What follows belongs to an exercise in optimizing a design on an open flow for small area and few clock cycles; a production flow would make more cautious choices. Only simulation tests tie the RTL to the original design; equivalence was not proved. No activity file was given, so power comes from the tool's default toggle rates.

## alpha
// mulaw_dec
module mulaw_dec (
    input  wire        clk,
    input  wire        rst,
    input  wire        bus_req,
    input  wire        bus_we,
    input  wire [7:0]  bus_addr,
    input  wire [1:0]  bus_size,
    input  wire [31:0] bus_wdata,
    output wire        bus_ack,
    output reg  [31:0] bus_rdata,
    output wire        bus_err,
    output wire        src_req_valid,
    input  wire        src_req_ready,
    output wire [32:0] src_req_pos,
    output wire [10:0] src_req_len,
    input  wire        src_ans_valid,
    input  wire [1:0]  src_ans_kind,
    input  wire [7:0]  src_ans_data,
    output wire        src_ans_ready,
    output wire        pcm_en,
    output wire        pcm_we,
    output wire [11:0] pcm_addr,
    output wire [15:0] pcm_wdata,
    input  wire [15:0] pcm_rdata
);
For scale: about 1000 cells after synthesis, about 69 flip-flops, roughly 7300 um2 of cells after synthesis.
clock: 10.0 ns
lec_check: 0
cap_margin: 20
core_margin: 2
core_utilization: 65
slew_margin: 20
standard.sh (not shown) runs the stock make flow with config.mk's settings and CLKGATE_MAP_FILE= SYNTH_SCRIPT=/design/flow/synth_recipe.tcl, a recipe that flattens the netlist after the stock synthesis.
==> flow/flow/run.sh <==
#!/bin/bash
# The standard layout, with each port buffered by the smallest buffer cell and
# a clock tree of fewer, larger sink clusters without dummy loads.
set -euo pipefail
bash standard.sh \
  "BUFFER_PORTS_ARGS=-buffer_cell sky130_fd_sc_hd__buf_1" \
  "CTS_ARGS=-sink_clustering_enable -repair_clock_nets -sink_clustering_size 30 -sink_clustering_max_diameter 100 -buf_list sky130_fd_sc_hd__clkbuf_8 -dont_use_dummy_load" \
  finish > standard_flow.log 2>&1
Testbench counts of alpha, summed over its fixed seeds: cycles 198,978.
Input-level comparison between beta and alpha:
Settings: CAP_MARGIN: 20 -> 0; GPL_TIMING_DRIVEN: unset -> 0; SLEW_MARGIN: 20 -> 0; CORE_UTILIZATION: 65 -> 55.
--- outcome ---
- Every stage of the flow completed for beta, and the final layout passed the timing, design-rule and antenna checks.
- The run showing the greater sum of buffers and inverters on the critical path is beta.
- Of the two candidates, alpha has the better highest achievable clock rate and beta the worse one.
- beta vs alpha — signed area change from the synthesized netlist to the final layout rose 2.4 points.
- | setup slack | lower: beta |
- Going from alpha to beta, register share of the cell area went down by 0.36 points; final clock period utilization by the worst path went up by 0.34 points.
- The slew at the pin closest to its max-slew limit was comparable across alpha and beta.
Edits applied to the flow inputs when going from beta to gamma:
Settings: CAP_MARGIN: 0 -> 20; CTS_BUF_LIST: unset -> sky130_fd_sc_hd__clkbuf_8; GPL_TIMING_DRIVEN: 0 -> unset; SLEW_MARGIN: 0 -> 20.
==> flow/flow/run.sh <==
#!/bin/bash
# The standard layout, with each port buffered by the smallest buffer cell.
set -euo pipefail
bash standard.sh "BUFFER_PORTS_ARGS=-buffer_cell sky130_fd_sc_hd__buf_1" finish > standard_flow.log 2>&1
==> comparison <==
- gamma ended with every stage complete and zero timing, DRC or antenna violations.
- gamma — sequential share of power 5.0 points lower, beta as reference
- Detailed route, gamma vs beta: via total lower for gamma
- [compare] base=beta new=gamma: filler cell count now larger; flip-flop and latch count comparable; count of buffers from port buffering now larger.
- Changes observed in gamma relative to beta: footprint of the flip-flops and latches flat; count of placed standard cells in the final layout, fillers left out down 31.
- Measured against each other, beta and gamma differ in share of post-route cells with drive strength above 1, the higher figure coming from gamma.
- Row power: gamma higher / beta lower
- Via count of the first global-routing pass (lower): gamma
- gamma ended up with bus_rdata[27] as its last element of the critical path; beta ended up with bus_rdata[24].
- Of beta and gamma, the run reporting the lower normalized max-slew margin was beta.
For delta, these inputs were changed with respect to gamma:
Settings: clearing CTS_BUF_LIST, which used to be sky130_fd_sc_hd__clkbuf_8.
==> flow/flow/run.sh <==
#!/bin/bash
# The standard layout, with each port buffered by the smallest buffer cell,
# a clock tree without dummy loads, and downsizing of gates off the critical
# paths after global routing.
set -euo pipefail
bash standard.sh \
  "BUFFER_PORTS_ARGS=-buffer_cell sky130_fd_sc_hd__buf_1" \
  "CTS_ARGS=-sink_clustering_enable -repair_clock_nets -sink_clustering_size 30 -sink_clustering_max_diameter 100 -buf_list sky130_fd_sc_hd__clkbuf_8 -dont_use_dummy_load" \
  "RECOVER_POWER=100" \
  finish > standard_flow.log 2>&1
Notes after the runs:
Every run in delta and gamma closed cleanly, with the single exception of delta.
No crash in delta: every stage finished, but the layout fails its final checks due to capacitance limit, slew limit.
delta gives less post-route worst hold slack than gamma did.
delta vs gamma, wire length on met3 went up by 7.9%.
Area: delta vs gamma -> delta smaller
The utilization after layout reported for delta is smaller than that of gamma by 1.1 points.
Compared with gamma, in delta total number of vias decreased by 26 relative to the old numbers; post-route total power decreased by about 10% relative to the old numbers.
From delta to gamma, total setup buffers inserted after CTS did not move at all.
diff inputs: delta => epsilon
Settings: CORE_UTILIZATION: 55 -> 40.
==> flow/run.sh (new file) <==
#!/bin/bash
# synth_recipe.tcl (not shown) runs the flow's synth.tcl, then flattens the netlist and writes it again
# the make line also repeats each setting of config.mk as NAME=value (left out here)
make -C /OpenROAD-flow-scripts/flow DESIGN_CONFIG=/design/flow/config.mk WORK_HOME=/design/flow/orfs CLKGATE_MAP_FILE= SYNTH_SCRIPT=/design/flow/synth_recipe.tcl finish
removed: flow/flow/run.sh
removed: flow/standard.sh
Notes after the runs:
Relative to delta, number of well taps has increased by 57 in epsilon.
epsilon vs delta, design internal power went up by 40%.
epsilon: flow completed, timing, DRC and antenna clean
What epsilon reported for routed wire length has to be multiplied by 0.863 to get the figure for delta.
Going from delta to epsilon, the critical path depth was found to have gone down by 2.
Largest stage delay on the critical path, delta and epsilon, lower one = epsilon.


The RTL this note starts from:
==> flow/design.v <==
module mulaw_dec (
    input  wire        clk,
    input  wire        rst,
    input  wire        bus_req,
    input  wire        bus_we,
    input  wire [7:0]  bus_addr,
    input  wire [1:0]  bus_size,
    input  wire [31:0] bus_wdata,
    output wire        bus_ack,
    output reg  [31:0] bus_rdata,
    output wire        bus_err,
    output wire        src_req_valid,
    input  wire        src_req_ready,
    output wire [32:0] src_req_pos,
    output wire [10:0] src_req_len,
    input  wire        src_ans_valid,
    input  wire [1:0]  src_ans_kind,
    input  wire [7:0]  src_ans_data,
    output wire        src_ans_ready,
    output wire        pcm_en,
    output wire        pcm_we,
    output wire [11:0] pcm_addr,
    output wire [15:0] pcm_wdata,
    input  wire [15:0] pcm_rdata
);
    localparam [1:0] ST_IDLE = 2'd0, ST_BUSY = 2'd1, ST_DONE = 2'd2, ST_ERROR = 2'd3;
    localparam [2:0] CE_OK = 3'd0, CE_BAD_OPCODE = 3'd1, CE_RESERVED_BITS = 3'd2,
                     CE_BAD_STATE = 3'd3, CE_INDEX_RANGE = 3'd4;
    localparam [1:0] DE_NONE = 2'd0, DE_CAPACITY = 2'd2;
    localparam [2:0] PH_RB0  = 3'd0,    
                     PH_RB1  = 3'd1,    
                     PH_REQ  = 3'd2,    
                     PH_RST  = 3'd4,    
                     PH_RST1 = 3'd5,    
                     PH_WAIT = 3'd6;    
    function [15:0] mulaw_expand(input [7:0] code);
        reg [7:0]  u;
        reg [15:0] x;
        begin
            u = ~code;
            x = {8'd0, 1'b1, u[3:0], 3'b100} << u[6:4];
            mulaw_expand = (x - 16'd132 - {15'd0, u[7]}) ^ {16{u[7]}};
        end
    endfunction
    reg [1:0]  state;
    reg [1:0]  dec_err;
    reg [2:0]  cmd_err;
    reg [7:0]  res_code;     
    reg        res_mem;      
    reg        res_hi;       
    reg [12:0] produced;
    reg [12:0] length;
    reg        off_sel;      
    reg        base_sel;     
    reg [2:0]  phase;
    reg [15:0] temp;         
    reg [1:0]  hc;           
    reg        ini;          
    reg [1:0]  ic;
    wire busy = (state == ST_BUSY);
    wire admitted = (bus_size == 2'd2) && (bus_addr[1:0] == 2'b00);
    wire hreq     = bus_req && admitted;
    wire a_cmd    = (bus_addr[7:2] == 6'd0);
    wire a_reg    = (bus_addr[7:3] == 5'd1);           
    wire [7:0] opc       = bus_wdata[31:24];
    wire       op_lookup = (opc == 8'h01);
    wire       op_decode = (opc == 8'h02);
    wire       op_pcmrd  = (opc == 8'h03);
    wire       lo_zero   = (bus_wdata[7:0] == 8'd0);
    wire       mid_zero  = (bus_wdata[23:8] == 16'd0);
    wire       in_range  = (bus_wdata[23:13] == 11'd0) && (bus_wdata[12:0] < length);
    wire dec_go  = bus_we && a_cmd && op_decode && mid_zero && lo_zero && !state[0];
    wire mop     = hreq && (a_reg || dec_go);           
    wire m_wr    = bus_we && !dec_go;                   
    wire m_last  = m_wr ? (hc == 2'd1) : (hc == 2'd2);
    wire [12:0] remaining = length - produced;
    wire        rem_zero  = (remaining == 13'd0);
    wire eng_port = busy && ((phase == PH_RB0 && !rem_zero) || phase == PH_RB1 || phase == PH_RST);
    wire hmid     = mop && (hc != 2'd0);                
    wire go       = mop && !ini && (hmid || !eng_port);
    wire ack_m    = go && m_last;
    assign bus_ack = !mop || ack_m;
    assign bus_err = !admitted;
    wire cmd_do   = hreq && bus_we && a_cmd && (!dec_go || ack_m);
    wire pcmrd_ok = hreq && bus_we && a_cmd && op_pcmrd && (state == ST_DONE) && in_range;
    wire [7:0]  res_in  = res_mem ? (res_hi ? pcm_rdata[15:8] : pcm_rdata[7:0]) : res_code;
    wire [15:0] res_val = mulaw_expand(res_in);
    always @(*) begin
        bus_rdata = 32'd0;
        if (bus_addr[7:5] == 3'd0) begin
            case (bus_addr[4:2])
                3'd1: bus_rdata = {20'd0, 1'b0, cmd_err, 2'b00, dec_err, 2'b00, state};
                3'd2, 3'd3: bus_rdata = {pcm_rdata, temp};
                3'd4: bus_rdata = {{16{res_val[15]}}, res_val};
                3'd5: bus_rdata = {19'd0, produced};
                3'd6: bus_rdata = {19'd0, length};
                3'd7: bus_rdata = 32'h0000_1000;
                default: bus_rdata = 32'd0;
            endcase
        end
    end
    wire waitph = busy && (phase == PH_WAIT);
    wire eng_rd = eng_port && !hmid;
    assign src_req_valid = busy && (phase == PH_REQ);
    assign src_req_pos   = {1'b0, pcm_rdata, temp} + {20'd0, produced};
    assign src_req_len   = (remaining > 13'd1024) ? 11'd1024 : remaining[10:0];
    assign src_ans_ready = waitph && !go;
    wire ans_take = waitph && !go && src_ans_valid;
    wire ans_byte = ans_take && !src_ans_kind[1];
    wire       reg_word = ini || go || (eng_rd && !phase[2]);
    wire       r_off    = !(dec_go || bus_addr[2]);
    wire [2:0] r_slot   = ini ? {1'b0, ic} :
                          go  ? {r_off && (bus_we ? !base_sel : off_sel), !r_off, hc[0]} :
                                {base_sel, 1'b0, phase[0]};
    wire [10:0] c_slot  = busy ? produced[11:1] : bus_wdata[11:1];
    assign pcm_en    = ini || go || eng_rd || ans_byte || pcmrd_ok;
    assign pcm_we    = ini || (go ? m_wr : waitph);
    assign pcm_addr  = reg_word ? {1'b1, 8'd0, r_slot} : {1'b0, c_slot};
    assign pcm_wdata = ini ? 16'd0 :
                       go  ? (hc[0] ? bus_wdata[31:16] : bus_wdata[15:0]) :
                             {src_ans_data, produced[0] ? temp[7:0] : src_ans_data};
    wire [31:0] mword = {pcm_rdata, temp};
    wire        cap   = (mword[31:13] != 19'd0) || (mword[12] && mword[11:0] != 12'd0);
    reg [2:0] ph_n;
    always @(*) begin
        ph_n = phase;
        case (phase)
            PH_RB0:  if (!rem_zero && !hmid) ph_n = PH_RB1;
            PH_RB1:  ph_n = PH_REQ;
            PH_REQ:  if (src_req_ready) ph_n = produced[0] ? PH_RST : PH_WAIT;
            PH_RST:  if (!hmid) ph_n = PH_RST1;
            PH_RST1: ph_n = PH_WAIT;
            default: if (ans_take && src_ans_kind != 2'd0) ph_n = PH_RB0;
        endcase
    end
    always @(posedge clk) begin
        if (go) begin
            if (!m_last) hc <= hc + 2'd1;
            else         hc <= 2'd0;
            if (hc == 2'd1 && !m_wr) temp <= pcm_rdata;
            if (ack_m && m_wr && r_off) off_sel <= !base_sel;
        end
        if (res_mem) begin
            res_code <= res_hi ? pcm_rdata[15:8] : pcm_rdata[7:0];
            res_mem  <= 1'b0;
        end
        if (cmd_do) begin
            if (op_lookup) begin
                if (!mid_zero)
                    cmd_err <= CE_RESERVED_BITS;
                else begin
                    res_code <= bus_wdata[7:0];
                    res_mem  <= 1'b0;
                    cmd_err  <= CE_OK;
                end
            end else if (op_decode) begin
                if (!(mid_zero && lo_zero))
                    cmd_err <= CE_RESERVED_BITS;
                else if (state[0])
                    cmd_err <= CE_BAD_STATE;
                else begin
                    cmd_err  <= CE_OK;
                    produced <= 13'd0;
                    base_sel <= off_sel;
                    phase    <= PH_RB0;
                    if (cap) begin
                        length  <= 13'd0;
                        dec_err <= DE_CAPACITY;
                        state   <= ST_ERROR;
                    end else begin
                        length  <= mword[12:0];
                        dec_err <= DE_NONE;
                        state   <= ST_BUSY;
                    end
                end
            end else if (op_pcmrd) begin
                if (state != ST_DONE)
                    cmd_err <= CE_BAD_STATE;
                else if (!in_range)
                    cmd_err <= CE_INDEX_RANGE;
                else begin
                    res_mem <= 1'b1;
                    res_hi  <= bus_wdata[0];
                    cmd_err <= CE_OK;
                end
            end else begin
                cmd_err <= CE_BAD_OPCODE;
            end
        end
        if (busy) begin
            phase <= (go && !m_wr) ? {ph_n[2], 2'b00} : ph_n;
            if (phase == PH_RB0 && rem_zero)
                state <= ST_DONE;
            if (phase == PH_RB1)
                temp <= pcm_rdata;
            if (phase == PH_RST1)
                temp[7:0] <= pcm_rdata[7:0];
            if (ans_take) begin
                if (src_ans_kind[1]) begin
                    dec_err <= {src_ans_kind[0], 1'b1};
                    state   <= ST_ERROR;
                end else begin
                    produced  <= produced + 13'd1;
                    temp[7:0] <= src_ans_data;
                end
            end
        end
        if (ini) begin
            ic <= ic + 2'd1;
            if (ic == 2'd3) ini <= 1'b0;
        end
        if (rst) begin
            state    <= ST_IDLE;
            dec_err  <= DE_NONE;
            cmd_err  <= CE_OK;
            res_code <= 8'hFF;
            res_mem  <= 1'b0;
            produced <= 13'd0;
            length   <= 13'd0;
            off_sel  <= 1'b0;
            base_sel <= 1'b0;
            phase    <= PH_RB0;
            hc       <= 2'd0;
            ini      <= 1'b1;
            ic       <= 2'd0;
        end
    end
endmodule
==> flow/config.mk <==
export PLATFORM = sky130hd
export DESIGN_NAME = mulaw_dec
export DESIGN_NICKNAME = mulaw_dec
export VERILOG_FILES = /design/flow/design.v
export SDC_FILE = /design/flow/constraint.sdc
export NUM_CORES = 4
export LEC_CHECK = 0
export CAP_MARGIN = 0
export CORE_MARGIN = 2
export CORE_UTILIZATION = 55
export SLEW_MARGIN = 0
==> flow/constraint.sdc <==
create_clock -name core_clock -period 10.0 [get_ports {clk}]
set_input_delay 2.0000 -clock core_clock [delete_from_list [all_inputs] [get_ports {clk}]]
set_output_delay 2.0000 -clock core_clock [all_outputs]
set_load 0.01 [all_outputs]
==> flow/flow/run.sh <==
#!/bin/bash
# The standard layout, with each port buffered by the smallest buffer cell and
# a clock tree of fewer, larger sink clusters without dummy loads.
set -euo pipefail
bash standard.sh \
  "BUFFER_PORTS_ARGS=-buffer_cell sky130_fd_sc_hd__buf_1" \
  "CTS_ARGS=-sink_clustering_enable -repair_clock_nets -sink_clustering_size 30 -sink_clustering_max_diameter 100 -buf_list sky130_fd_sc_hd__clkbuf_4 -root_buf sky130_fd_sc_hd__clkbuf_8 -dont_use_dummy_load" \
  finish > standard_flow.log 2>&1
Testbench counts at the start, summed over its fixed seeds: cycles 198,978.
Then changed:
==> flow/flow/run.sh (replaced) <==
#!/bin/bash
# The standard layout, with each port buffered by the smallest buffer cell and
# a clock tree of a few large sink clusters without dummy loads.
set -euo pipefail
bash standard.sh \
  "BUFFER_PORTS_ARGS=-buffer_cell sky130_fd_sc_hd__buf_1" \
  "CTS_ARGS=-sink_clustering_enable -repair_clock_nets -sink_clustering_size 40 -sink_clustering_max_diameter 300 -buf_list sky130_fd_sc_hd__clkbuf_16 -dont_use_dummy_load" \
  finish > standard_flow.log 2>&1
Settings changed: CAP_MARGIN 0 to 20, SLEW_MARGIN 0 to 20.
Non-clock buffer count stays the same.
Worst setup slack is worse by 0.010 ns.
Total power rose by 15%.
Sequential share of layout area shrinks by 0.21 points.
Cell area went up by 1.2%.
Via count went up by 0.90%.
Fmax hardly moves.
Synthesized cell count is unchanged.
Area after synthesis stays the same.

-- static timing again, ports no longer ideal --
The results above use ideal ports. As a check the final layouts listed here were re-extracted and re-timed, cells and wires unchanged. Step 1 assumes that a clkbuf_16 drives the clock port and a buf_2 every other input. Step 2 times the ports against the registers' clock, not the clock port: input delays grow and output delays shrink by t, the midpoint of the rising clock arrivals with the driver on. a / b / c = no drivers / after step 1 / after step 2; a / b = the first two.
run | shift t [ns] | setup slack, ns | latest minus earliest clock arrival (ns) | worst register clock-pin slew, ns | cell pins on the clock port's net
alpha | 0.383 | 2.694 / 2.666 / 2.666 | 0.017 / 0.017 | 0.08 / 0.08 | 1
beta | 0.390 | 2.661 / 2.634 / 2.634 | 0.018 / 0.018 | 0.08 / 0.08 | 1
gamma | 0.402 | 2.683 / 2.658 / 2.658 | 0.008 / 0.008 | 0.09 / 0.09 | 1
delta | 0.394 | 2.111 / 2.072 / 2.143 | 0.026 / 0.026 | 0.09 / 0.09 | 1
epsilon | 0.397 | 1.846 / 1.826 / 1.826 | 0.011 / 0.011 | 0.07 / 0.07 | 1
the first run of note 2 | 0.392 | 2.703 / 2.678 / 2.678 | 0.025 / 0.024 | 0.09 / 0.09 | 1
the second run of note 2 | 0.379 | 2.693 / 2.668 / 2.668 | 0.016 / 0.017 | 0.06 / 0.06 | 1
The setup slack of alpha, which loses most, moves by -0.028 ns with the drivers and by -0.028 ns with both steps.
